This design comes from an exercise in tuning for small area, a short achievable clock period and few clock cycles on the open sky130 flow, not from production work.
At most, simulation tests tie the RTL to the original design; equivalence was not proved.
No functional check of the RTL was part of runs 4 and 5.
No activity file was given, so power comes from the tool's default toggle rates.

==> design/flow/design.v <==
module iommu_ptw (
    input  wire        clk,
    input  wire        rst,             
    input  wire        req_valid,
    output wire        req_ready,
    input  wire [63:0] req_iova,
    input  wire [63:0] req_gatp,
    input  wire [63:0] req_satp,
    input  wire        req_stage1,      
    input  wire [1:0]  req_access,      
    output wire        mem_req_valid,
    input  wire        mem_req_ready,
    output wire [63:0] mem_req_addr,
    output wire        mem_req_size,    
    input  wire        mem_rsp_valid,
    input  wire [63:0] mem_rsp_data,
    input  wire        mem_rsp_err,
    output reg         rsp_valid,
    output wire        rsp_fault,
    output wire [11:0] rsp_cause,
    output wire [63:0] rsp_phys,
    output wire [63:0] rsp_pa,
    output wire [63:0] rsp_mask,
    output wire [1:0]  rsp_perm         
);
    localparam [3:0] MODE_BARE = 4'd0;
    localparam [3:0] MODE_SV32 = 4'd1;
    localparam [3:0] MODE_SV39 = 4'd8;
    localparam [3:0] MODE_SV48 = 4'd9;
    localparam [3:0] MODE_SV57 = 4'd10;
    reg         rdy;         
    reg         rd;          
    reg         s2s;         
    reg         mreq;        
    reg  [63:0] va;          
    reg  [3:0]  gmode;
    reg  [43:0] gppn;
    reg  [1:0]  acc;
    reg         s1pass;      
    reg         chain;       
    reg  [1:0]  perm1;       
    reg  [2:0]  lvl;
    reg         pte8;
    reg  [56:2] addr;
    reg         r_ok;        
    reg         r_bare;      
    reg         r_ph;        
    reg         r_fault;
    reg  [1:0]  r_perm;
    reg         c8, c4, c3, c2, c1, c0;    
    assign req_ready     = rdy;
    assign mem_req_valid = mreq;
    assign mem_req_addr  = {7'd0, addr, 2'b00};
    assign mem_req_size  = pte8;
    assign rsp_fault     = r_fault;
    assign rsp_cause     = {3'd0, c8, 3'd0, c4, c3, c2, c1, c0};
    assign rsp_pa        = va & {64{r_ok}};
    assign rsp_phys      = va & {64{r_ph}};
    assign rsp_mask      = {{52{r_bare}}, {12{r_ok}}};
    assign rsp_perm      = r_perm;
    wire [3:0]  s_mode  = req_satp[63:60];
    wire        s_bare  = (s_mode == MODE_BARE);
    wire        s_32    = (s_mode == MODE_SV32);
    wire        s_39    = (s_mode == MODE_SV39);
    wire        s_48    = (s_mode == MODE_SV48);
    wire        s_57    = (s_mode == MODE_SV57);
    wire        s_ok    = s_32 | s_39 | s_48 | s_57;
    wire        s_wbad  = (|req_iova[63:57]) |
                          ((s_32 | s_39 | s_48) & (|req_iova[56:48])) |
                          ((s_32 | s_39) & (|req_iova[47:39])) |
                          (s_32 & (|req_iova[38:32]));
    reg  [11:2] s_idx;
    always @(*) begin
        s_idx = {req_iova[38:30], 1'b0};
        if (s_32) s_idx = req_iova[31:22];
        if (s_48) s_idx = {req_iova[47:39], 1'b0};
        if (s_57) s_idx = {req_iova[56:48], 1'b0};
    end
    wire [2:0]  s_lvl   = s_32 ? 3'd1 : s_39 ? 3'd2 : s_48 ? 3'd3 : 3'd4;
    wire        g_bare  = (gmode == MODE_BARE);
    wire        g_32    = (gmode == MODE_SV32);
    wire        g_39    = (gmode == MODE_SV39);
    wire        g_48    = (gmode == MODE_SV48);
    wire        g_57    = (gmode == MODE_SV57);
    wire        g_ok    = g_32 | g_39 | g_48 | g_57;
    wire        g_wbad  = (|va[63:59]) |
                          ((g_32 | g_39 | g_48) & (|va[58:50])) |
                          ((g_32 | g_39) & (|va[49:41])) |
                          (g_32 & (|va[40:34]));
    reg  [13:2] g_off;       
    always @(*) begin
        g_off = {va[40:30], 1'b0};
        if (g_32) g_off = va[33:22];
        if (g_48) g_off = {va[49:39], 1'b0};
        if (g_57) g_off = {va[58:48], 1'b0};
    end
    wire [44:0] g_hi    = {1'b0, gppn} + {43'd0, g_off[13:12]};
    wire [2:0]  g_lvl   = g_32 ? 3'd1 : g_39 ? 3'd2 : g_48 ? 3'd3 : 3'd4;
    reg  [11:2] n_idx;
    always @(*) begin
        case (lvl)
            3'd2:    n_idx = {va[29:21], 1'b0};
            3'd3:    n_idx = {va[38:30], 1'b0};
            3'd4:    n_idx = {va[47:39], 1'b0};
            default: n_idx = {va[20:12], 1'b0};
        endcase
        if (!pte8) n_idx = va[21:12];
    end
    reg  [55:12] offm;
    always @(*) begin
        offm = 44'd0;
        if (pte8) begin
            if (lvl >= 3'd1) offm[20:12] = 9'h1FF;
            if (lvl >= 3'd2) offm[29:21] = 9'h1FF;
            if (lvl >= 3'd3) offm[38:30] = 9'h1FF;
            if (lvl >= 3'd4) offm[47:39] = 9'h1FF;
        end else begin
            if (lvl >= 3'd1) offm[21:12] = 10'h3FF;
        end
    end
    wire [55:12] p_ppn   = pte8 ? mem_rsp_data[53:10] : {22'd0, mem_rsp_data[31:10]};
    wire         p_V     = mem_rsp_data[0];
    wire         p_R     = mem_rsp_data[1];
    wire         p_W     = mem_rsp_data[2];
    wire         p_X     = mem_rsp_data[3];
    wire         p_ptr   = !p_R && !p_W && !p_X;
    wire         p_mis   = |(p_ppn & offm);
    wire         p_next  = !mem_rsp_err && p_V && p_ptr && (lvl != 3'd0);
    wire         p_inv   = !p_V || (p_ptr && lvl == 3'd0) || (!p_R && p_W) || (!p_ptr && p_mis);
    wire         p_fr    = acc[0] && !p_R;
    wire         p_fw    = acc[1] && !p_W;
    wire         p_leaf  = !mem_rsp_err && p_V && !p_ptr;
    wire         p_ok    = p_leaf && !p_inv && !p_fr && !p_fw;
    wire [63:0]  p_pa    = {8'd0, (p_ppn & ~offm) | (va[55:12] & offm), va[11:0]};
    wire         accept  = rdy && req_valid;
    wire         rsp_in  = rd && !mreq && mem_rsp_valid;
    always @(posedge clk) begin
        if (rdy) begin
            va    <= req_iova;
            gmode <= req_gatp[63:60];
            gppn  <= req_gatp[43:0];
            acc   <= req_access;
            perm1 <= 2'b11;
            addr  <= {1'b0, req_satp[43:0], s_idx};
            lvl   <= s_lvl;
            pte8  <= !s_32;
        end else if (s2s) begin
            addr  <= {g_hi, g_off[11:2]};
            lvl   <= g_lvl;
            pte8  <= !g_32;
        end else if (rd && !mreq) begin
            addr  <= {1'b0, p_ppn, n_idx};
            if (mem_rsp_valid) begin
                if (p_next)
                    lvl <= lvl - 3'd1;
                if (p_ok || (s1pass && p_leaf)) begin
                    va    <= p_pa;
                    perm1 <= {p_W, p_R} & perm1;
                end
            end
        end
        if (rdy) begin
            s1pass <= req_stage1;
            chain  <= req_stage1 && (req_gatp[63:60] != MODE_BARE);
        end else if (rsp_in && p_ok && chain && s1pass) begin
            s1pass <= 1'b0;
        end
        if (rst) begin
            rdy       <= 1'b1;
            rd        <= 1'b0;
            s2s       <= 1'b0;
            mreq      <= 1'b0;
            rsp_valid <= 1'b0;
        end else begin
            rsp_valid <= 1'b0;
            if (mreq && mem_req_ready)
                mreq <= 1'b0;
            if (accept) begin
                rdy <= 1'b0;
                r_fault <= 1'b0;
                r_ok    <= 1'b0;
                r_bare  <= 1'b0;
                r_ph    <= 1'b0;
                r_perm  <= 2'b11;
                {c8, c4, c3, c2, c1, c0} <= 6'd0;
                if (!req_stage1) begin
                    s2s <= 1'b1;
                end else if (s_bare) begin
                    rdy <= 1'b1; rsp_valid <= 1'b1;
                    r_ok <= 1'b1; r_bare <= 1'b1;
                end else if (!s_ok) begin        
                    rdy <= 1'b1; rsp_valid <= 1'b1;
                    r_fault <= 1'b1; r_perm <= 2'b00;
                    {c8, c4, c3, c2, c1, c0} <= 6'b100011;
                end else if (s_wbad) begin       
                    rdy <= 1'b1; rsp_valid <= 1'b1;
                    r_fault <= 1'b1; r_perm <= 2'b00;
                    {c8, c4, c3, c2, c1, c0} <= 6'b100000;
                end else begin
                    rd   <= 1'b1;
                    mreq <= 1'b1;
                end
            end
            if (s2s) begin
                s2s <= 1'b0;
                r_perm <= perm1;
                if (g_bare) begin
                    rdy <= 1'b1; rsp_valid <= 1'b1;
                    r_ok <= 1'b1; r_bare <= 1'b1;
                end else if (!g_ok) begin
                    rdy <= 1'b1; rsp_valid <= 1'b1;
                    r_fault <= 1'b1; r_ph <= 1'b1; r_perm <= 2'b00;
                    {c8, c4, c3, c2, c1, c0} <= 6'b100011;
                end else if (g_wbad) begin
                    rdy <= 1'b1; rsp_valid <= 1'b1;
                    r_fault <= 1'b1; r_ph <= 1'b1; r_perm <= 2'b00;
                    {c8, c4, c3, c2, c1, c0} <= 6'b100000;
                end else begin
                    rd   <= 1'b1;
                    mreq <= 1'b1;
                end
            end
            if (rsp_in) begin
                if (p_next) begin
                    mreq <= 1'b1;
                end else if (p_ok && chain && s1pass) begin
                    rd  <= 1'b0;
                    s2s <= 1'b1;
                end else begin
                    rd <= 1'b0; rdy <= 1'b1; rsp_valid <= 1'b1;
                    r_fault <= !p_ok;
                    r_ok    <= p_ok;
                    r_ph    <= !p_ok && !s1pass;
                    r_perm  <= p_ok ? ({p_W, p_R} & perm1) : 2'b00;
                    if (mem_rsp_err)                   
                        {c8, c4, c3, c2, c1, c0} <= 6'b101001;
                    else if (p_inv)                    
                        {c8, c4, c3, c2, c1, c0} <= 6'b101010;
                    else if (p_fr)                     
                        {c8, c4, c3, c2, c1, c0} <= s1pass ? 6'b010101 : 6'b001101;
                    else if (p_fw)                     
                        {c8, c4, c3, c2, c1, c0} <= s1pass ? 6'b010111 : 6'b001111;
                    else
                        {c8, c4, c3, c2, c1, c0} <= 6'd0;
                end
            end
        end
    end
endmodule
==> design/flow/run.sh <==
#!/bin/bash
# synth_recipe.tcl (not shown) runs the flow's synth.tcl, then flattens the netlist and writes it again
# the make line also repeats each setting of config.mk as NAME=value (left out here)
make -C /OpenROAD-flow-scripts/flow DESIGN_CONFIG=/design/flow/config.mk WORK_HOME=/design/flow/orfs CLKGATE_MAP_FILE= SYNTH_SCRIPT=/design/flow/synth_recipe.tcl finish
==> design/flow/config.mk <==
export PLATFORM = sky130hd
export DESIGN_NAME = iommu_ptw
export DESIGN_NICKNAME = iommu_ptw
export VERILOG_FILES = /design/flow/design.v
export SDC_FILE = /design/flow/constraint.sdc
export NUM_CORES = 4
export LEC_CHECK = 0
export ABC_CLOCK_PERIOD_IN_PS = 2000
export CAP_MARGIN = 20
export CORE_MARGIN = 2
export CORE_UTILIZATION = 40
export SETUP_SLACK_MARGIN = 5
export SLEW_MARGIN = 20
==> design/flow/constraint.sdc <==
create_clock -name core_clock -period 10.0 [get_ports {clk}]
set_input_delay 2.0000 -clock core_clock [delete_from_list [all_inputs] [get_ports {clk}]]
set_output_delay 2.0000 -clock core_clock [all_outputs]
set_load 0.01 [all_outputs]
==> results.sh, run 1 <==
export IMPL_wl_per_cell_um=23.0
export IMPL_num_nets_final=1890
export IMPL_seq_area_frac_synth_pct=47.4
export IMPL_dr_first_iter_drc_count=905
export IMPL_synth_seq_cells=194
export IMPL_p_total_w=0.00248
export IMPL_p_sw_w=0.000731
export IMPL_peakVddDrop_mv=0.0869
export IMPL_cp_end_kind="register"
export IMPL_start_util_pct=40.8
export IMPL_synthFlopType="edfxtp_1"
export IMPL_placed_area_um2=16600
export IMPL_antenna_left=0
export IMPL_cts_tree="done"
export IMPL_setup_slack_ns=5.21
export IMPL_intPower_w=0.00175
export IMPL_drc=0
export IMPL_ys_warn_count=1
export IMPL_rsz0062_at_grt="false"
export IMPL_timing_fmax_mhz=209
export IMPL_grt_start_max_net_pins=98
export IMPL_syn_avg_cell_area_um2=9.68
export IMPL_grt_usage_pct=28.8
export IMPL_netlist_area_um2=12100
export IMPL_critPathKind="input pin to register"
export IMPL_dieArea_um2=31700
export IMPL_cts_root_buf="clkbuf_16"
export IMPL_arrival_ns=4.89
export IMPL_grt_pass1_vias=10400
export IMPL_layout_commonest_cell="clkdlybuf4s50_1"
export IMPL_grt_pass1_wl_um=66500
export IMPL_cts_sinks=194
export IMPL_layout_common_cells="clkdlybuf4s50_1, edfxtp_1, and2_1, nand2_1, nor2_1"
export IMPL_synth_distinct_cells=67
export IMPL_power_density_nw_per_um2=144
export IMPL_min_period_ns=4.79
export IMPL_crit_path_start_kind="input pin"
export IMPL_coreArea_um2=29700
export IMPL_final_setup_tns_ns=0
export IMPL_wl_um=46600
export IMPL_synth_async_sr_flop_share_pct=0
export IMPL_pwr_share_clk_pct=28.5
export IMPL_drive_above_1_share_pct=4.29
export IMPL_pwr_share_seq_pct=44.2
export IMPL_gr_total_overflow=0
export IMPL_setup_viol=0
export IMPL_place_congestion=0.918
export IMPL_clkSlewWorstSetupHoldPaths_ns=0.07
export IMPL_swShare_pct=29.5
export IMPL_die_height_um=178
export IMPL_dpl_hpwl_um=36900
export IMPL_worst_slew_pin_slew_ns=0.973
export IMPL_synth_largest_area_cell="edfxtp_1"
export IMPL_leakage_nw=6.31
export IMPL_crit_required_ns=10.10
export IMPL_synth_area_top_cells="edfxtp_1, and2_1, buf_4, nand2_1, o21ai_0"
export IMPL_synth_top_area_share_pct=46.1
export IMPL_detail_route_first_pass_iterations=5
export IMPL_synthCells=1252
export IMPL_vias_per_cell=5.42
export IMPL_dieWidth_um=178
export IMPL_antenna_found_initial=10
export IMPL_io_pins=540
export IMPL_max_clock_path_buffers=2
export IMPL_synth_edf_count=186
export IMPL_hold_viol_final=0
export IMPL_htree_levels=4
export IMPL_fillCellCount=2707
export IMPL_area_growth_pct=42.4
export IMPL_period_share_pct=47.9
export IMPL_final_area_um2=17300
export IMPL_pre_cts_ws_ns=4.67
export IMPL_port_buffers=476
export IMPL_clock_latency_ns=0.44
export IMPL_drv_slew=0
export IMPL_finalClockSkew_ns=0.0106
export IMPL_hold_class="register to register"
export IMPL_maxSlewHeadroom_pct=34.8
export IMPL_combPwrFrac_pct=27.3
export IMPL_outcome="timing/DRC/antenna clean"
export IMPL_worstPathMaxFanout=9
export IMPL_maxCapViolations=0
export IMPL_cts_made_buffers=17
export IMPL_vias=11000
export IMPL_row_count=63
==> cells by family after synthesis <==
group	after synthesis	share of synthesized area (%)
AND/OR/NAND/NOR	526	23.1
AO/OA/AOI/OAI	275	14.9
flip-flops	194	47.4
buffers and inverters	176	8.18
XOR/XNOR	42	3.04
multiplexers	30	2.48
adder cells (fa/ha/maj)	8	0.888
other	1	0.0309
==> cell type report <==
class,instances,area (um^2),area share [%]
inverter,18,67.6,0.391
tap,390,488,2.83
clock inverter,12,158,0.913
multi-input combinational,896,5470,31.7
antenna,9,22.5,0.130
sequential,194,5750,33.3
clock buffer,20,437,2.53
timing repair buffer,490,4870,28.2
==> metal layers <==
layer | routed length, um | global-route usage, % | share of wire [%] | vias up
li1 | - | - | - | 5157
met3 | 3770 | 6.39 | 8.1 | 72
met2 | 23000 | 48.6 | 49 | 543
met1 | 18600 | 36.1 | 40 | 5220
met4 | 1260 | 10.5 | 2.7 | 2
met5 | 11 | 0 | 0.024 | -
==> critical path: stages <==
cell             delay (ns)
clkdlybuf4s50_1        0.46
or4_1                  0.56
nor4_2                 0.44
o22ai_2                0.21
nor4_4                 0.44
o21a_1                 0.38
a21o_1                 0.40
==> Yosys cell counts, types with 5 or more instances <==
master / count
dfxtp_1: 8
nor3_1: 16
nor2_1: 86
ha_1: 7
buf_4: 86
and4_1: 5
a211oi_1: 20
and2_1: 155
nor2b_1: 5
inv_1: 18
mux2i_1: 30
and3_1: 19
o21ai_0: 84
buf_2: 6
a21o_1: 13
edfxtp_1: 186
buf_1: 7
nand3_1: 20
nand2b_1: 14
xnor2_1: 26
clkbuf_1: 59
or4_1: 7
a21oi_1: 67
o211ai_1: 6
o221ai_1: 11
nor4_2: 5
a22o_1: 27
or3_1: 9
a32oi_1: 9
xor2_1: 16
nand4_1: 10
a222oi_1: 9
nand2_1: 149
nor4_1: 11
==> per-stage QoR <==
step                      hold slack (ns)  util (%)  cells
after floorplan                     0.444         -   1266
after global placement              0.460      55.9   1985
after detailed placement            0.467      55.9   1985
after CTS                           0.481      57.9   2017
after global routing                0.522      58.1   2029
final                               0.474      58.1   2029
==> worst paths after layout <==
path / endpoint / slack [ns] / depth (start not counted) / startpoint
max: register / 5.21 / 7 / mem_rsp_data[15]
min: addr[56] / 0.47 / 2 / addr[56]
max reg2reg: addr[54] / 5.51 / 13 / gmode[2]
min reg2reg: addr[56] / 0.47 / 2 / addr[56]
==> power by group through the flow <==
stage	Combinational (W)	Sequential [W]	Clock, W
floorplan	0.000311	0.00109	0
global placement	0.000670	0.00111	0
detailed placement	0.000673	0.00112	0
CTS	0.000675	0.00110	0.000716
global route	0.000728	0.00111	0.000742
finish	0.000678	0.00110	0.000707
==> what timing repair did <==
action,4_1_cts,5_1_grt
hold buffers,0,0
gates resized for setup,0,3
buffers inserted,0,3
setup endpoints to repair,0,24
Testbench counts, summed over its fixed seeds: cycles 47,628.
==> inputs of run 2 (changes only) <==
==> design/flow/config.mk (replaced) <==
export PLATFORM = sky130hd
export DESIGN_NAME = iommu_ptw
export DESIGN_NICKNAME = iommu_ptw
export VERILOG_FILES = /design/flow/design.v
export SDC_FILE = /design/flow/constraint.sdc
export NUM_CORES = 4
export LEC_CHECK = 0
export CAP_MARGIN = 20
export CORE_MARGIN = 2
export CORE_UTILIZATION = 40
export SLEW_MARGIN = 20
==> run 2 against run 1 <==
Still clean on timing, DRC and antenna; sequential share of layout area about the same; register-to-register slack worse by 0.33 ns; sequential power hardly changed; final cell count is 0.15% lower; non-clock buffer count shrank 3; design area decreased by 0.15%; combinational power fell by 0.6%; worst hold slack about the same; clock power about the same; area after synthesis unchanged; via count increased by 0.46%; highest routed layer unchanged.
==> results.sh, run 2 <==
export IMPL_outcome="timing/DRC/antenna clean"
export IMPL_synthCells=1252
export IMPL_clock_latency_ns=0.44
export IMPL_synth_top_family_by_area="simple AND/OR/NAND/NOR gates"
export IMPL_min_period_ns=4.89
export IMPL_final_area_um2=17200
export IMPL_maxCapViolations=0
export IMPL_yosys_mux_area_fraction_pct=2.48
export IMPL_leakage_nw=6.30
export IMPL_area_growth_pct=42.2
export IMPL_worst_hold_slack_ns=0.474
export IMPL_wl_per_cell_um=23.0
export IMPL_r2r_cells=14
export IMPL_cts_resized_gates=0
export IMPL_arrival_ns=4.96
export IMPL_dieWidth_um=178
export IMPL_grt_start_max_net_pins=98
export IMPL_crit_path_start_kind="input pin"
export IMPL_crit_required_ns=10.07
export IMPL_synth_async_sr_flop_share_pct=0
export IMPL_power_density_nw_per_um2=144
export IMPL_reg2reg_from="gmode[3]"
export IMPL_yosysMostFrequentCell="edfxtp_1"
export IMPL_die_height_um=178
export IMPL_netlist_area_um2=12100
export IMPL_gr_total_overflow=0
export IMPL_htree_levels=4
export IMPL_synth_xor_area_share_pct=3.04
export IMPL_hold_path_end="addr[56]"
export IMPL_grt_pass1_wl_um=66500
export IMPL_hold_viol_final=0
export IMPL_rrSetupSlack_ns=5.18
export IMPL_final_setup_tns_ns=0
export IMPL_yosys_top_cells_count="edfxtp_1, and2_1, nand2_1, buf_4, nor2_1"
export IMPL_synth_fa_ha_area_share_pct=0.888
export IMPL_vias=11000
export IMPL_fillCellCount=2707
export IMPL_rsz0062_at_grt="false"
export IMPL_drv_slew=0
export IMPL_wl_um=46600
export IMPL_dieArea_um2=31700
export IMPL_timing_fmax_mhz=204
export IMPL_period_share_pct=48.9
export IMPL_max_clock_path_buffers=2
export IMPL_synth_area_top_cells="edfxtp_1, and2_1, buf_4, nand2_1, o21ai_0"
export IMPL_min_delay_path_depth=2
export IMPL_ctsHoldBuffers=0
export IMPL_detail_route_first_pass_iterations=9
export IMPL_setup_worst_path_start="mem_rsp_data[15]"
export IMPL_vias_per_cell=5.45
export IMPL_drive_above_1_share_pct=4.06
export IMPL_io_pins=540
export IMPL_synth_top_area_share_pct=46.1
export IMPL_cts_root_buf="clkbuf_16"
export IMPL_path_cells="clkdlybuf4s50_1, or4_1, nor4_2, o22ai_2, nor4_4, o21ai_1, nand2b_1"
export IMPL_hold_class="register to register"
export IMPL_antenna_left=0
export IMPL_place_congestion=0.918
export IMPL_layout_commonest_cell="clkdlybuf4s50_1"
export IMPL_coreArea_um2=29700
export IMPL_num_nets_final=1887
export IMPL_synth_largest_area_cell="edfxtp_1"
export IMPL_cts_made_buffers=17
export IMPL_cp_end_kind="register"
export IMPL_setup_viol=0
export IMPL_utilization_pct=58.0
export IMPL_cts_tree="done"
export IMPL_placed_area_um2=16600
export IMPL_grt_usage_pct=28.8
export IMPL_min_from="addr[56]"
export IMPL_synth_seq_cells=194
export IMPL_worstPathMaxFanout=16
export IMPL_grt_pass1_vias=10400
export IMPL_layout_common_cells="clkdlybuf4s50_1, edfxtp_1, and2_1, nand2_1, nor2_1"
export IMPL_ys_warn_count=1
export IMPL_clkSlewWorstSetupHoldPaths_ns=0.07
export IMPL_start_util_pct=40.8
export IMPL_critPathMaxStageDelay_ns=0.64
export IMPL_cts_sinks=194
export IMPL_p_total_w=0.00248
export IMPL_maxSlewHeadroom_pct=32.8
export IMPL_synth_compound_area_share_pct=14.9
export IMPL_synth_distinct_cells=67
export IMPL_drc=0
export IMPL_synthFlopType="edfxtp_1"
export IMPL_syn_avg_cell_area_um2=9.68
export IMPL_dr_first_iter_drc_count=965
export IMPL_worst_slew_pin_slew_ns=0.998
export IMPL_antenna_found_initial=10
export IMPL_dpl_hpwl_um=36900
export IMPL_post_cts_buffers=0
export IMPL_slowest_stage="nand2b_1"
export IMPL_r2r_end="addr[54]"
export IMPL_row_count=63
export IMPL_peakVddDrop_mv=0.0869
export IMPL_synth_edf_count=186
export IMPL_port_buffers=476
export IMPL_critPathKind="input pin to register"
export IMPL_finalClockSkew_ns=0.0104
export IMPL_seq_area_frac_synth_pct=47.4
export IMPL_synth_simple_area_share_pct=23.1
[run 2: changes by cell type in the layout (fill, tap and decap cells not counted), sizes merged]
cell	previous run	this run
buf	14	11
[run 2: how the worst max path moves through the flow]
stage | cells after the start | endpoint | slack (ns)
floorplan | 1 | addr[10] | 5.25
global placement | 7 | va[55] | 4.66
detailed placement | 7 | va[60] | 4.67
CTS | 7 | va[55] | 5.11
global route | 14 | addr[50] | 4.85
finish | 7 | va[50] | 5.11
[run 2: worst max-delay path, delay by kind of cell]
family	cells	cell delay, ns
AO/OA/AOI/OAI	2	0.39
buffers and inverters	1	0.46
AND/OR/NAND/NOR	4	2.09
[run 2: kinds of logic after synthesis]
group	count (synthesis)
AND/OR/NAND/NOR	526
adder cells (fa/ha/maj)	8
flip-flops	194
AO/OA/AOI/OAI	275
multiplexers	30
other	1
XOR/XNOR	42
buffers and inverters	176
[run 2: final cells by class]
type	count	area, um^2	share of cell area (%)
antenna	9	22.5	0.131
clock buffer	20	437	2.53
clock inverter	12	158	0.915
inverter	18	67.6	0.392
multi-input combinational	896	5460	31.7
sequential	194	5750	33.4
tap	390	488	2.83
timing repair buffer	487	4850	28.1
[run 2: stage by stage]
stage          std cells  worst slack [ns]
6_report            2026              5.11
2_1_floorplan       1266              5.25
5_1_grt             2026              4.85
4_1_cts             2017              5.11
3_3_place_gp        1985              4.66
3_5_place_dp        1985              4.67
[run 2: report_power, final]
part	internal (W)	total, W	switching (W)
sequential	0.00100	0.00110	0.0000970
clock	0.000395	0.000707	0.000312
combinational	0.000351	0.000674	0.000323
total	0.00175	0.00248	0.000731
[run 2: layer usage]
metal / track usage [%] / share of wire, % / vias up
li1: - / - / 5150
met1: 36.1 / 40 / 5261
met2: 48.6 / 50 / 560
met3: 6.39 / 8.3 / 72
met4: 10.5 / 2.5 / 2
met5: 0 / 0.024 / -
==> inputs of run 3 (changes only) <==
==> design/flow/flow/run.sh (new file) <==
#!/bin/bash
set -euo pipefail
bash standard.sh \
  "BUFFER_PORTS_ARGS=-buffer_cell sky130_fd_sc_hd__buf_1" \
  "SETUP_SLACK_MARGIN=6.5" \
  finish > flow_make.log 2>&1
==> design/flow/standard.sh (new file) <==
#!/bin/bash
# synth_recipe.tcl (not shown) runs the flow's synth.tcl, then flattens the netlist and writes it again
# the make line also repeats each setting of config.mk as NAME=value (left out here)
make -C /OpenROAD-flow-scripts/flow DESIGN_CONFIG=/design/flow/config.mk WORK_HOME=/design/flow/orfs CLKGATE_MAP_FILE= SYNTH_SCRIPT=/design/flow/synth_recipe.tcl "${@:-finish}"
removed: design/flow/run.sh
==> run 3 against run 2 <==
Core utilization down 4.7 points; clock power is 6.9% lower; non-clock buffer count rose by 62; sequential cell count stayed put; worst setup slack gained 1.1 ns; routed wire length increased by 9.0%; critical path depth increased by 1; power down 4.2%.
==> results.sh, run 3 <==
export IMPL_synth_distinct_cells=67
export IMPL_intPower_w=0.00158
export IMPL_drc=0
export IMPL_timing_fmax_mhz=265
export IMPL_seq_area_frac_synth_pct=47.4
export IMPL_hold_class="register to register"
export IMPL_dr_first_iter_drc_count=891
export IMPL_synth_edf_count=186
export IMPL_coreArea_um2=29700
export IMPL_place_congestion=0.945
export IMPL_syn_avg_cell_area_um2=9.68
export IMPL_hold_viol_final=0
export IMPL_row_count=63
export IMPL_p_sw_w=0.000797
export IMPL_swShare_pct=33.5
export IMPL_detail_route_first_pass_iterations=5
export IMPL_combPwrFrac_pct=25.7
export IMPL_layout_common_cells="buf_1, edfxtp_1, nand2_1, and2_1, nor2_1"
export IMPL_synth_seq_cells=194
export IMPL_antenna_found_initial=8
export IMPL_pwr_share_clk_pct=27.7
export IMPL_cts_sinks=194
export IMPL_gr_total_overflow=0
export IMPL_peakVddDrop_mv=0.0977
export IMPL_place_inst=1984
export IMPL_dieArea_um2=31700
export IMPL_area_growth_pct=30.7
export IMPL_crit_path_start_kind="input pin"
export IMPL_start_util_pct=40.8
export IMPL_outcome="timing/DRC/antenna clean"
export IMPL_arrival_ns=3.92
export IMPL_power_density_nw_per_um2=150
export IMPL_worstPathMaxFanout=9
export IMPL_critPathKind="input pin to register"
export IMPL_crit_required_ns=10.15
export IMPL_max_clock_path_buffers=2
export IMPL_fillCellCount=2778
export IMPL_worst_hold_slack_ns=0.471
export IMPL_synth_async_sr_flop_share_pct=0
export IMPL_num_nets_final=1954
export IMPL_dieWidth_um=178
export IMPL_layout_cells_non_filler=2087
export IMPL_period_share_pct=37.7
export IMPL_grt_pass1_wl_um=69000
export IMPL_synthCells=1252
export IMPL_synth_area_top_cells="edfxtp_1, and2_1, buf_4, nand2_1, o21ai_0"
export IMPL_finalClockSkew_ns=0.0130
export IMPL_pwr_share_seq_pct=46.6
export IMPL_port_buffers=476
export IMPL_maxCapViolations=0
export IMPL_layout_commonest_cell="buf_1"
export IMPL_final_setup_tns_ns=0
export IMPL_vias_per_cell=5.56
export IMPL_io_pins=540
export IMPL_maxSlewHeadroom_pct=38.4
export IMPL_leakage_nw=5.91
export IMPL_min_period_ns=3.77
export IMPL_cts_tree="done"
export IMPL_synth_largest_area_cell="edfxtp_1"
export IMPL_p_total_w=0.00238
export IMPL_vias=11600
export IMPL_cp_end_kind="register"
export IMPL_synth_top_area_share_pct=46.1
export IMPL_ctsHoldBuffers=0
export IMPL_cts_made_buffers=17
export IMPL_grt_usage_pct=30.4
export IMPL_cts_root_buf="clkbuf_16"
export IMPL_antenna_left=0
export IMPL_clkSlewWorstSetupHoldPaths_ns=0.07
export IMPL_yosys_top_cells_count="edfxtp_1, and2_1, nand2_1, buf_4, nor2_1"
export IMPL_netlist_area_um2=12100
export IMPL_wl_per_cell_um=24.3
export IMPL_worst_slew_pin_slew_ns=0.918
export IMPL_yosysMostFrequentCell="edfxtp_1"
export IMPL_die_height_um=178
export IMPL_drive_above_1_share_pct=16.4
export IMPL_drv_slew=0
export IMPL_grt_pass1_vias=10800
export IMPL_grt_start_max_net_pins=184
export IMPL_rsz0062_at_grt="true"
export IMPL_setup_viol=0
export IMPL_clock_latency_ns=0.45
export IMPL_htree_levels=4
export IMPL_wl_um=50800
export IMPL_ys_warn_count=1
export IMPL_synthFlopType="edfxtp_1"
export IMPL_dpl_hpwl_um=37300
[run 3: cell types whose count changed in the layout (fill, tap and decap cells not counted), moves of 29 or more]
| cell | before | now |
|---|---|---|
| clkdlybuf4s50_1 | 476 | 0 |
| buf_1 | 0 | 421 |
| and2_1 | 155 | 119 |
| and2_4 | 0 | 36 |
| buf_6 | 0 | 35 |
| buf_4 | 11 | 40 |
[run 3: timing repair]
item	in CTS	in global routing
buffers inserted	31	17
cloned	9	11
gates resized for setup	113	118
endpoints found under the setup margin	239	285
pin swaps	25	16
[run 3: metal layers]
metal,vias up,routed length [um],track usage (%)
met4,10,2230,13.8
met3,140,4360,7.59
met2,617,25500,52.6
met5,-,63,0
met1,5545,18700,35.5
li1,5288,-,-
[run 3: stage by stage]
stage               cell area, um^2  setup slack [ns]  util [%]
floorplan                     12300              5.93         -
finish                        15800              6.23      53.3
CTS                           15100              6.29      50.9
global route                  15800              6.16      53.3
detailed placement            13700              5.17      46.3
global placement              13700              5.18      46.2
[run 3: worst max-delay path, stage by stage]
cell and delay (ns):
buf_6 0.09, or4_4 0.53, nor4_4 0.13, buf_4 0.19, o221ai_4 0.14, nor4_4 0.34
o21a_4 0.26, a21o_4 0.21
[run 3: cell families (layout without fill, tap and decap cells)]
logic type	after synthesis	count (layout)	share of synthesized area (%)
other	1	18	0.0309
flip-flops	194	194	47.4
AND/OR/NAND/NOR	526	529	23.1
XOR/XNOR	42	42	3.04
multiplexers	30	30	2.48
adder cells (fa/ha/maj)	8	8	0.888
buffers and inverters	176	599	8.18
AO/OA/AOI/OAI	275	277	14.9
[run 3: power by group through the flow]
| stage | logic, W | registers (W) | clock network, W |
|---|---|---|---|
| floorplan | 0.000314 | 0.00109 | 0 |
| global placement | 0.000498 | 0.00112 | 0 |
| detailed placement | 0.000503 | 0.00112 | 0 |
| CTS | 0.000555 | 0.00110 | 0.000669 |
| global route | 0.000663 | 0.00111 | 0.000694 |
| finish | 0.000611 | 0.00111 | 0.000658 |
[run 3: path summary, 6_finish.rpt]
kind                                  to              from  cells after the start  slack, ns
worst max register to register   addr[7]            lvl[2]                      7       6.55
worst max-delay path            register  mem_rsp_data[32]                      8       6.23
worst min-delay path            addr[56]          addr[56]                      2       0.47
worst min register to register  addr[56]          addr[56]                      2       0.47
[run 3: final cells by class]
type	count	area, um^2	area share, %
Multi-Input combinational cell	901	6020	38.0
Sequential cell	194	5750	36.3
Timing Repair Buffer	549	2960	18.7
Tap cell	390	488	3.08
Clock buffer	17	425	2.69
Clock inverter	15	121	0.766
Inverter	18	67.6	0.427
Antenna cell	3	7.51	0.0474
==> inputs of run 4 (changes only) <==
--- a/design/flow/design.v
+++ b/design/flow/design.v
@@ -31,6 +31,7 @@
     reg         rdy;         
     reg         rd;          
     reg         s2s;         
+    reg         sp;          
     reg         mreq;        
     reg  [63:0] va;          
     reg  [3:0]  gmode;
@@ -39,9 +40,10 @@
     reg         s1pass;      
     reg         chain;       
     reg  [1:0]  perm1;       
-    reg  [2:0]  lvl;
+    reg  [4:0]  lv;          
     reg         pte8;
     reg  [56:2] addr;
+    reg         l_r, l_w;    
     reg         r_ok;        
     reg         r_bare;      
     reg         r_ph;        
@@ -76,7 +78,7 @@
         if (s_48) s_idx = {req_iova[47:39], 1'b0};
         if (s_57) s_idx = {req_iova[56:48], 1'b0};
     end
-    wire [2:0]  s_lvl   = s_32 ? 3'd1 : s_39 ? 3'd2 : s_48 ? 3'd3 : 3'd4;
+    wire [4:0]  s_lv    = {s_57, s_48, s_39, s_32, 1'b0};
     wire        g_bare  = (gmode == MODE_BARE);
     wire        g_32    = (gmode == MODE_SV32);
     wire        g_39    = (gmode == MODE_SV39);
@@ -95,44 +97,33 @@
         if (g_57) g_off = {va[58:48], 1'b0};
     end
     wire [44:0] g_hi    = {1'b0, gppn} + {43'd0, g_off[13:12]};
-    wire [2:0]  g_lvl   = g_32 ? 3'd1 : g_39 ? 3'd2 : g_48 ? 3'd3 : 3'd4;
-    reg  [11:2] n_idx;
-    always @(*) begin
-        case (lvl)
-            3'd2:    n_idx = {va[29:21], 1'b0};
-            3'd3:    n_idx = {va[38:30], 1'b0};
-            3'd4:    n_idx = {va[47:39], 1'b0};
-            default: n_idx = {va[20:12], 1'b0};
-        endcase
-        if (!pte8) n_idx = va[21:12];
-    end
-    reg  [55:12] offm;
-    always @(*) begin
-        offm = 44'd0;
-        if (pte8) begin
-            if (lvl >= 3'd1) offm[20:12] = 9'h1FF;
-            if (lvl >= 3'd2) offm[29:21] = 9'h1FF;
-            if (lvl >= 3'd3) offm[38:30] = 9'h1FF;
-            if (lvl >= 3'd4) offm[47:39] = 9'h1FF;
-        end else begin
-            if (lvl >= 3'd1) offm[21:12] = 10'h3FF;
-        end
-    end
+    wire [4:0]  g_lv    = {g_57, g_48, g_39, g_32, 1'b0};
+    wire [11:2] n_idx   = !pte8 ? va[21:12] :
+                          {({9{lv[1]}} & va[20:12]) | ({9{lv[2]}} & va[29:21]) |
+                           ({9{lv[3]}} & va[38:30]) | ({9{lv[4]}} & va[47:39]), 1'b0};
+    wire         ge2     = lv[2] | lv[3] | lv[4];
+    wire         ge3     = lv[3] | lv[4];
+    wire [55:12] offm    = pte8 ? {8'd0, {9{lv[4]}}, {9{ge3}}, {9{ge2}}, {9{!lv[0]}}}
+                                : {34'd0, {10{!lv[0]}}};
     wire [55:12] p_ppn   = pte8 ? mem_rsp_data[53:10] : {22'd0, mem_rsp_data[31:10]};
     wire         p_V     = mem_rsp_data[0];
     wire         p_R     = mem_rsp_data[1];
     wire         p_W     = mem_rsp_data[2];
     wire         p_X     = mem_rsp_data[3];
     wire         p_ptr   = !p_R && !p_W && !p_X;
-    wire         p_mis   = |(p_ppn & offm);
-    wire         p_next  = !mem_rsp_err && p_V && p_ptr && (lvl != 3'd0);
-    wire         p_inv   = !p_V || (p_ptr && lvl == 3'd0) || (!p_R && p_W) || (!p_ptr && p_mis);
+    wire         p_live  = !mem_rsp_err && p_V;
+    wire         p_next  = p_live && p_ptr && !lv[0];
+    wire         p_leaf0 = p_live && !p_ptr && lv[0];      
+    wire         p_sp    = p_live && !p_ptr && !lv[0];     
+    wire         p_inv   = !p_V || p_ptr || (!p_R && p_W);  
     wire         p_fr    = acc[0] && !p_R;
     wire         p_fw    = acc[1] && !p_W;
-    wire         p_leaf  = !mem_rsp_err && p_V && !p_ptr;
-    wire         p_ok    = p_leaf && !p_inv && !p_fr && !p_fw;
-    wire [63:0]  p_pa    = {8'd0, (p_ppn & ~offm) | (va[55:12] & offm), va[11:0]};
-    wire         accept  = rdy && req_valid;
+    wire         p_ok    = p_leaf0 && !(!p_R && p_W) && !p_fr && !p_fw;
+    wire         q_mis   = |(addr[55:12] & offm);
+    wire         q_inv   = (!l_r && l_w) || q_mis;
+    wire         q_fr    = acc[0] && !l_r;
+    wire         q_fw    = acc[1] && !l_w;
+    wire         q_ok    = !q_inv && !q_fr && !q_fw;
     wire         rsp_in  = rd && !mreq && mem_rsp_valid;
     always @(posedge clk) begin
         if (rdy) begin
@@ -142,19 +133,26 @@
             acc   <= req_access;
             perm1 <= 2'b11;
             addr  <= {1'b0, req_satp[43:0], s_idx};
-            lvl   <= s_lvl;
+            lv    <= s_lv;
             pte8  <= !s_32;
         end else if (s2s) begin
             addr  <= {g_hi, g_off[11:2]};
-            lvl   <= g_lvl;
+            lv    <= g_lv;
             pte8  <= !g_32;
+        end else if (sp) begin
+            if (q_ok) begin
+                va    <= {8'd0, addr[55:12] | (va[55:12] & offm), va[11:0]};
+                perm1 <= {l_w, l_r} & perm1;
+            end
         end else if (rd && !mreq) begin
             addr  <= {1'b0, p_ppn, n_idx};
+            l_r   <= p_R;
+            l_w   <= p_W;
             if (mem_rsp_valid) begin
                 if (p_next)
-                    lvl <= lvl - 3'd1;
-                if (p_ok || (s1pass && p_leaf)) begin
-                    va    <= p_pa;
+                    lv <= {1'b0, lv[4:1]};
+                if (p_ok || (s1pass && p_leaf0)) begin
+                    va    <= {8'd0, p_ppn, va[11:0]};
                     perm1 <= {p_W, p_R} & perm1;
                 end
             end
@@ -162,20 +160,21 @@
         if (rdy) begin
             s1pass <= req_stage1;
             chain  <= req_stage1 && (req_gatp[63:60] != MODE_BARE);
-        end else if (rsp_in && p_ok && chain && s1pass) begin
+        end else if ((rsp_in && p_ok && chain && s1pass) || (sp && q_ok && chain && s1pass)) begin
             s1pass <= 1'b0;
         end
         if (rst) begin
             rdy       <= 1'b1;
             rd        <= 1'b0;
             s2s       <= 1'b0;
+            sp        <= 1'b0;
             mreq      <= 1'b0;
             rsp_valid <= 1'b0;
         end else begin
             rsp_valid <= 1'b0;
             if (mreq && mem_req_ready)
                 mreq <= 1'b0;
-            if (accept) begin
+            if (rdy && req_valid) begin
                 rdy <= 1'b0;
                 r_fault <= 1'b0;
                 r_ok    <= 1'b0;
@@ -220,9 +219,32 @@
                     mreq <= 1'b1;
                 end
             end
+            if (sp) begin
+                sp <= 1'b0;
+                if (q_ok && chain && s1pass) begin
+                    s2s <= 1'b1;
+                end else begin
+                    rdy <= 1'b1; rsp_valid <= 1'b1;
+                    r_fault <= !q_ok;
+                    r_ok    <= q_ok;
+                    r_ph    <= !q_ok && !s1pass;
+                    r_perm  <= q_ok ? ({l_w, l_r} & perm1) : 2'b00;
+                    if (q_inv)                         
+                        {c8, c4, c3, c2, c1, c0} <= 6'b101010;
+                    else if (q_fr)                     
+                        {c8, c4, c3, c2, c1, c0} <= s1pass ? 6'b010101 : 6'b001101;
+                    else if (q_fw)                     
+                        {c8, c4, c3, c2, c1, c0} <= s1pass ? 6'b010111 : 6'b001111;
+                    else
+                        {c8, c4, c3, c2, c1, c0} <= 6'd0;
+                end
+            end
             if (rsp_in) begin
                 if (p_next) begin
                     mreq <= 1'b1;
+                end else if (p_sp) begin
+                    rd <= 1'b0;
+                    sp <= 1'b1;
                 end else if (p_ok && chain && s1pass) begin
                     rd  <= 1'b0;
                     s2s <= 1'b1;
==> run 4 against run 3 <==
Clock power grew 8.2%; sequential cell count grew 5; design area grew 1.9%; sequential share of layout area grew 0.13 points; clock skew grew 0.0030 ns; synthesized cell count grew 8.4%; register-to-register slack gained 0.07 ns.
==> results.sh, run 4 <==
export IMPL_maxCapViolations=0
export IMPL_power_density_nw_per_um2=151
export IMPL_utilization_pct=51.1
export IMPL_met2_length_um=25100
export IMPL_critPathMaxStageDelay_ns=0.46
export IMPL_hold_class="register to register"
export IMPL_path_delay_family="buffers and inverters"
export IMPL_maxSlewHeadroom_pct=20.3
export IMPL_synth_simple_area_share_pct=21.7
export IMPL_regArea_um2=5880
export IMPL_finalClockSkew_ns=0.0160
export IMPL_peakVddDrop_mv=0.124
export IMPL_clkSlewWorstSetupHoldPaths_ns=0.09
export IMPL_dr_first_iter_drc_count=1083
export IMPL_port_buffers=476
export IMPL_synth_distinct_cells=71
export IMPL_start_util_pct=40.5
export IMPL_ctsHoldBuffers=0
export IMPL_pwr_share_seq_pct=47.4
export IMPL_pwr_share_clk_pct=29.2
export IMPL_coreArea_um2=31600
export IMPL_die_height_um=183
export IMPL_intPower_w=0.00160
export IMPL_grt_pass1_vias=11000
export IMPL_worst_slew_pin_slew_ns=1.19
export IMPL_path_buf_inv=3
export IMPL_cp_end_kind="output port"
export IMPL_critPathKind="register to output port"
export IMPL_p_sw_w=0.000844
export IMPL_leakage_nw=5.76
export IMPL_swShare_pct=34.6
export IMPL_antenna_left=0
export IMPL_wl_per_cell_um=24.5
export IMPL_place_congestion=0.923
export IMPL_synth_area_top_cells="edfxtp_1, and2_1, buf_4, nand2_1, o21ai_0"
export IMPL_syn_avg_cell_area_um2=9.43
export IMPL_largest_register_ffs=64
export IMPL_timing_fmax_mhz=278
export IMPL_dieArea_um2=33400
export IMPL_dpl_hpwl_um=38600
export IMPL_cts_made_buffers=17
export IMPL_layout_common_cells="buf_1, edfxtp_1, nand2_1, and2_1, o21ai_0"
export IMPL_yosysMostFrequentCell="edfxtp_1"
export IMPL_synth_xor_area_share_pct=2.74
export IMPL_clock_latency_ns=0.47
export IMPL_worstPathMaxFanout=16
export IMPL_detail_route_first_pass_iterations=6
export IMPL_combPwrFrac_pct=23.5
export IMPL_drc=0
export IMPL_grt_pass1_wl_um=72500
export IMPL_antenna_found_initial=4
export IMPL_crit_path_start_kind="register"
export IMPL_grt_usage_pct=29.6
export IMPL_synth_seq_cells=199
export IMPL_vias=12200
export IMPL_ys_warn_count=1
export IMPL_dieWidth_um=183
export IMPL_max_clock_path_buffers=2
export IMPL_yosys_mux_area_fraction_pct=4.42
export IMPL_min_period_ns=3.60
export IMPL_drive_above_1_share_pct=14.6
export IMPL_synth_top_area_share_pct=44.4
export IMPL_vias_per_cell=5.64
export IMPL_drt_met1_wl_um=21600
export IMPL_rsz0062_at_grt="true"
export IMPL_outcome="timing/DRC/antenna clean"
export IMPL_synthFlopType="edfxtp_1"
export IMPL_period_share_pct=36.0
export IMPL_drv_slew=0
export IMPL_wl_met3_um=4610
export IMPL_hold_viol_final=0
export IMPL_grt_start_max_net_pins=104
export IMPL_seq_area_frac_synth_pct=45.9
export IMPL_cts_sinks=199
export IMPL_area_growth_pct=26.1
export IMPL_path_cells="buf_4, buf_12, and2_1, clkbuf_2"
export IMPL_yosys_top_cells_count="edfxtp_1, and2_1, nand2_1, o21ai_0, buf_4"
export IMPL_io_pins=540
export IMPL_slowest_stage="edfxtp_1"
export IMPL_arrival_ns=1.60
export IMPL_multiInputGateArea_um2=6380
export IMPL_crit_required_ns=8.00
export IMPL_row_count=65
export IMPL_synth_compound_area_share_pct=16.7
export IMPL_final_setup_tns_ns=0
export IMPL_cts_tree="done"
export IMPL_num_nets_final=2021
export IMPL_layout_commonest_cell="buf_1"
export IMPL_synth_async_sr_flop_share_pct=0
export IMPL_netlist_area_um2=12800
export IMPL_top_regs="va (64), addr (55), gppn (44)"
export IMPL_synth_largest_area_cell="edfxtp_1"
export IMPL_regMostFlops="va"
export IMPL_setup_viol=0
export IMPL_dr_max_layer_used="met5"
export IMPL_cts_root_buf="clkbuf_16"
export IMPL_wl_um=53200
export IMPL_synth_top_family_by_area="simple AND/OR/NAND/NOR gates"
export IMPL_fillCellCount=3089
export IMPL_synthCells=1357
export IMPL_synth_fa_ha_area_share_pct=0.352
export IMPL_synth_edf_count=189
export IMPL_htree_levels=4
export IMPL_gr_total_overflow=0
==> run 4: changes by cell type in the layout (fill, tap and decap cells not counted), moves of 15 or more <==
cell | before | now
a21oi_1 | 62 | 83
a22o_1 | 27 | 1
a22oi_1 | 0 | 21
buf_2 | 22 | 6
clkbuf_2 | 8 | 24
nand3_1 | 16 | 37
o211ai_1 | 6 | 21
==> run 4: cell families (layout without fill, tap and decap cells) <==
group	count (synthesis)	in the layout
simple gates	533	534
compound gates	334	336
flops	199	199
buf+inv	192	584
mux	55	55
xor+xnor	40	40
fa+ha+maj	3	3
other cells	1	19
==> run 4: worst register-to-register path, cell delays in order (launching register included) <==
cell	delay (ns)
edfxtp_1	0.44
nor4_1	0.57
a41oi_1	0.46
or3_1	0.59
o32ai_4	0.49
a21o_2	0.48
==> run 4: power groups by stage <==
stage / clock network [W] / logic (W) / registers [W]
final: 0.000712 / 0.000573 / 0.00116
after global routing: 0.000751 / 0.000621 / 0.00116
after detailed placement: 0 / 0.000489 / 0.00117
after floorplan: 0 / 0.000311 / 0.00112
after CTS: 0.000719 / 0.000503 / 0.00115
after global placement: 0 / 0.000484 / 0.00117
==> run 4: repair_timing <==
item | 4_1_cts | 5_1_grt
gates resized for setup | 38 | 226
cloned | 1 | 11
pin swaps | 4 | 15
endpoints found under the setup margin | 243 | 184
setup buffers | 14 | 16
==> run 4: final cells by class <==
class | instances | area share, %
Antenna cell | 4 | 0.0620
Sequential cell | 199 | 36.4
Clock inverter | 15 | 1.00
Tap cell | 402 | 3.12
Multi-Input combinational cell | 983 | 39.5
Clock buffer | 17 | 2.64
Inverter | 21 | 0.488
Timing Repair Buffer | 531 | 16.7
==> run 4: metal layers <==
layer	vias to the layer above	track usage, %
met4	2	11.4
met1	5787	39.7
met5	-	0
met2	681	48.0
met3	111	5.36
li1	5660	-
==> run 4: path summary, 6_finish.rpt <==
path / startpoint / end / slack, ns / cells past startpoint
worst min-delay path: addr[56] / addr[56] / 0.48 / 2
worst min register to register: addr[56] / addr[56] / 0.48 / 2
worst max-delay path: r_ph / rsp_phys[46] / 6.40 / 4
worst max register to register: addr[16] / va[52] / 6.62 / 5
==> run 4: per-stage QoR <==
step	setup WS, ns	instances	hold WS [ns]	total power [W]	cell area (um^2)
floorplan	6.50	1371	0.442	0.00143	12900
global placement	5.42	2094	0.458	0.00165	14400
detailed placement	5.39	2094	0.467	0.00166	14400
CTS	6.42	2141	0.480	0.00237	15200
global route	6.39	2170	0.518	0.00253	16100
finish	6.40	2172	0.481	0.00244	16100
==> inputs of run 5 (changes only) <==
--- a/design/flow/config.mk
+++ b/design/flow/config.mk
@@ -5,7 +5,8 @@
 export SDC_FILE = /design/flow/constraint.sdc
 export NUM_CORES = 4
 export LEC_CHECK = 0
+export ABC_CLOCK_PERIOD_IN_PS = 2500
 export CAP_MARGIN = 20
 export CORE_MARGIN = 2
-export CORE_UTILIZATION = 40
+export CORE_UTILIZATION = 60
 export SLEW_MARGIN = 20
==> run 5 against run 4 <==
The flow now stops in I/O pin placement; area after synthesis unchanged; synthesized cell count unchanged.
==> results.sh, run 5 <==
export IMPL_synth_area_top_cells="edfxtp_1, and2_1, buf_4, nand2_1, o21ai_0"
export IMPL_synth_edf_count=189
export IMPL_yosysMostFrequentCell="edfxtp_1"
export IMPL_failing_step="I/O pin placement"
export IMPL_synth_distinct_cells=71
export IMPL_synth_largest_area_cell="edfxtp_1"
export IMPL_dieWidth_um=150
export IMPL_die_height_um=150
export IMPL_syn_avg_cell_area_um2=9.43
export IMPL_yosys_top_cells_count="edfxtp_1, and2_1, nand2_1, o21ai_0, buf_4"
export IMPL_synth_seq_cells=199
export IMPL_synth_top_area_share_pct=44.4
export IMPL_row_count=53
export IMPL_synthFlopType="edfxtp_1"
export IMPL_start_util_pct=61.1
export IMPL_seq_area_frac_synth_pct=45.9
export IMPL_synthCells=1357
export IMPL_error="[ERROR PPL-0024] Number of IO pins (540) exceeds maximum number of available positions (534). Increase the die perimeter from 600.12um to 734.40um."
export IMPL_ys_warn_count=1
export IMPL_netlist_area_um2=12800
export IMPL_synth_async_sr_flop_share_pct=0
export IMPL_outcome="did not finish"
[run 5: cell counts after synthesis]
Identical to the previous run, type by type.
[run 5: cell families after synthesis]
kind of cell,after synthesis,share of synthesized area [%]
and+or+nand+nor,533,21.7
AOI/OAI and AO/OA,334,16.7
DFF,199,45.9
buffers and inverters,192,8.20
muxes,55,4.42
xor gates and xnor gates,40,2.74
adders and majority gates,3,0.352
other,1,0.0293

-- port drivers added, routing unchanged --
The flow's constraints put no driver on any port. The routed layouts listed below were extracted and timed again, unchanged, in two steps. Step 1, drivers: a clkbuf_16 drives clk and a buf_2 each remaining input, both assumed. Step 2, shift: input delay + t, output delay - t, t = (earliest + latest rising clock arrival at the registers) / 2. This alone moves slack from input paths to output paths. Three values: no drivers, after step 1, after step 2; two values: the first two.
run	t, ns	slack for setup (ns)	slew at the worst register clock pin (ns)
run 1	0.489	5.207 / 5.226 / 4.737	0.07 / 0.07
run 2	0.488	5.107 / 5.126 / 4.638	0.07 / 0.07
run 3	0.489	6.231 / 6.221 / 5.732	0.08 / 0.08
run 4	0.510	6.403 / 6.352 / 5.955	0.09 / 0.09
After both steps every run listed still meets setup and hold. For run 3, which loses most, drivers alone change the setup slack by -0.010 ns; drivers and shift together by -0.499 ns.
